What follows belongs to an exercise in optimizing a design on an open flow for small area, a short achievable clock period and few clock cycles per item; a production flow would make more cautious choices. Only simulation tests tie the RTL to the original design; equivalence was not proved.

10-06:
// strumok_core
module strumok_core (
    input  wire        clk,
    input  wire        rst,
    input  wire        in_valid,
    output wire        in_ready,
    input  wire [63:0] in_data,
    output reg         out_valid,
    input  wire        out_ready,
    output reg  [63:0] out_data
);
    function [63:0] dif_lo0(input [3:0] x);
        dif_lo0 = (x[3] ? (x[2] ? (x[1] ? (x[0] ? 64'h65667b19e3779f90 : 64'h4f10136845402597) : (x[0] ? 64'h38b9abb6a708ab9e : 64'h2263440508d131a5)) : (x[1] ? (x[0] ? 64'h0c0cdc536a99b7ac : 64'hf5b674a1cc623db3) : (x[0] ? 64'hdf600cf02e2ac3ba : 64'hc909a53e8ff349c1))) : (x[2] ? (x[1] ? (x[0] ? 64'hb2b33d8cf1bbcfc8 : 64'h9c5cd5db538455cf) : (x[0] ? 64'h86066e29b54cdbd6 : 64'h6fb00678171561dd)) : (x[1] ? (x[0] ? 64'h59599ec678dde7e4 : 64'h43033714daa66deb) : (x[0] ? 64'h2caccf633c6ef3f2 : 64'h165667b19e3779f9))));
    endfunction
    function [63:0] dif_lo1(input [3:0] x);
  ...
Size: roughly 12,000 cells after synthesis, about 1,900 flip-flops, ~130 I/O pins.
clock: 15.0 ns
lec_check: 0
cap_margin: 40
core_margin: 2
core_utilization: 35
slew_margin: 30
standard.sh (not shown) runs the stock make flow with config.mk's settings and CLKGATE_MAP_FILE= SYNTH_SCRIPT=/design/flow/synth_recipe.tcl, a recipe that flattens the netlist after the stock synthesis.
==> flow/flow/run.sh <==
#!/bin/bash
set -euo pipefail
bash standard.sh SETUP_SLACK_MARGIN=10 finish > standard_flow.log 2>&1
Testbench counts of 10-06, summed over its fixed seeds: cycles 8,432, blocks 392.
[inputs] 03-27 vs 10-06
-- flow/design.v --
<<< 10-06, line 58
        end
    endfunction
    function [63:0] diffuse_a(input [63:0] w);
        diffuse_a = add64(dif_lo0(w[ 3: 0]), {dif_hi(w[ 7: 4]), 4'd0})
                ^ add64(dif_lo1(w[11: 8]), {dif_hi(w[15:12]), 4'd0})
                ^ add64(dif_lo2(w[19:16]), {dif_hi(w[23:20]), 4'd0})
                ^ add64(dif_lo3(w[27:24]), {dif_hi(w[31:28]), 4'd0});
    endfunction
    function [63:0] diffuse_b(input [63:0] w);
        diffuse_b = add64(dif_lo4(w[35:32]), {dif_hi(w[39:36]), 4'd0})
                ^ add64(dif_lo5(w[43:40]), {dif_hi(w[47:44]), 4'd0})
                ^ add64(dif_lo6(w[51:48]), {dif_hi(w[55:52]), 4'd0})
                ^ add64(dif_lo7(w[59:56]), {dif_hi(w[63:60]), 4'd0});
    endfunction
    function [63:0] mul_alpha(input [63:0] w);
>>> 03-27, line 58
        end
    endfunction
    function [63:0] dq0(input [63:0] w);
        dq0 = add64(dif_lo0(w[3:0]), {dif_hi(w[7:4]), 4'd0})
            ^ add64(dif_lo1(w[11:8]), {dif_hi(w[15:12]), 4'd0});
    endfunction
    function [63:0] dq1(input [63:0] w);
        dq1 = add64(dif_lo2(w[19:16]), {dif_hi(w[23:20]), 4'd0})
            ^ add64(dif_lo3(w[27:24]), {dif_hi(w[31:28]), 4'd0});
    endfunction
    function [63:0] dq2(input [63:0] w);
        dq2 = add64(dif_lo4(w[35:32]), {dif_hi(w[39:36]), 4'd0})
            ^ add64(dif_lo5(w[43:40]), {dif_hi(w[47:44]), 4'd0});
    endfunction
    function [63:0] dq3(input [63:0] w);
        dq3 = add64(dif_lo6(w[51:48]), {dif_hi(w[55:52]), 4'd0})
            ^ add64(dif_lo7(w[59:56]), {dif_hi(w[63:60]), 4'd0});
    endfunction
    function [63:0] mul_alpha(input [63:0] w);
<<< 10-06, line 99
    reg  [63:0] ring [0:7];
    reg  [63:0] s   [0:15];
    reg  [63:0] r1, r2a, r2b;
    wire [63:0] r2 = r2a ^ r2b;
    reg         hold_v;
    reg  [63:0] hold_d;
>>> 03-27, line 103
    reg  [63:0] ring [0:7];
    reg  [63:0] s   [0:15];
    reg  [63:0] r1, r2a, r2b, r2c, r2d;
    wire [63:0] r2 = r2a ^ r2b ^ r2c ^ r2d;
    reg         hold_v;
    reg  [63:0] hold_d;
<<< 10-06, line 215
            r2a <= 64'd0;
            r2b <= 64'd0;
        end else if (adv) begin
            r1 <= r1n;
            r2a <= diffuse_a(r1);
            r2b <= diffuse_b(r1);
        end
        if (p_idle && take)
>>> 03-27, line 219
            r2a <= 64'd0;
            r2b <= 64'd0;
            r2c <= 64'd0;
            r2d <= 64'd0;
        end else if (adv) begin
            r1 <= r1n;
            r2a <= dq0(r1);
            r2b <= dq1(r1);
            r2c <= dq2(r1);
            r2d <= dq3(r1);
        end
        if (p_idle && take)
Side by side, buffer count excluding the clock tree in the final layout turned out lower in 03-27 than in 10-06.
Delta (03-27 minus 10-06): register-to-register slack decreased 0.04 ns, post-synthesis register bit count went up.
When 03-27 is measured against 10-06, its vertical extent of the die turns out 10 µm higher.
Across both runs, synthesized cell count was higher for 03-27 than for 10-06.
Compared with 10-06, 03-27 shows a lower overall track demand over capacity in global routing.
Critical path depth went up by a few percent going from 10-06 to 03-27.
Run comparison: 03-27 slowest cell on the critical path sky130_fd_sc_hd__o211ai_1; 10-06 slowest cell on the critical path sky130_fd_sc_hd__xnor2_1
Inserted tap cell count up 4.4% in 03-27 wrt 10-06
Of the two candidates, 10-06 has the better top achievable clock speed and 03-27 the worse one.
Testbench counts of 03-27, summed over its fixed seeds: cycles 8,432, blocks 392.

==> afterwards: timing with drivers on the ports <==
How much do the figures lean on ideal ports? The routed layouts below were timed once more, with nothing changed but the port constraints. Step 1 sets driving cells, clkbuf_16 on the clock port and buf_2 on the other inputs (assumed; they add their load-dependent delay and slew). Step 2 moves the port delays by t, midway between the first and last clock arrival at a register: inputs arrive t later, outputs are due t later. That takes back most of the time a late clock gives input paths. Three values: ideal, step 1, step 2; two values: the first two.
| run | t (ns) | setup slack, ns | hold slack, ns | worst data-port slew with drivers (ns) | pins driven straight from the clock port |
|---|---|---|---|---|---|
| 10-06 | 0.942 | 9.964 / 9.964 / 9.184 | 0.326 / 0.326 / 0.326 | 0.10 | 1 |
| 03-27 | 0.966 | 9.921 / 9.921 / 9.197 | 0.330 / 0.330 / 0.330 | 0.14 | 1 |
After both steps setup and hold are still met in every run listed. For 10-06, which loses most, drivers alone change the setup slack by 0.000 ns; drivers and shift together by -0.780 ns.
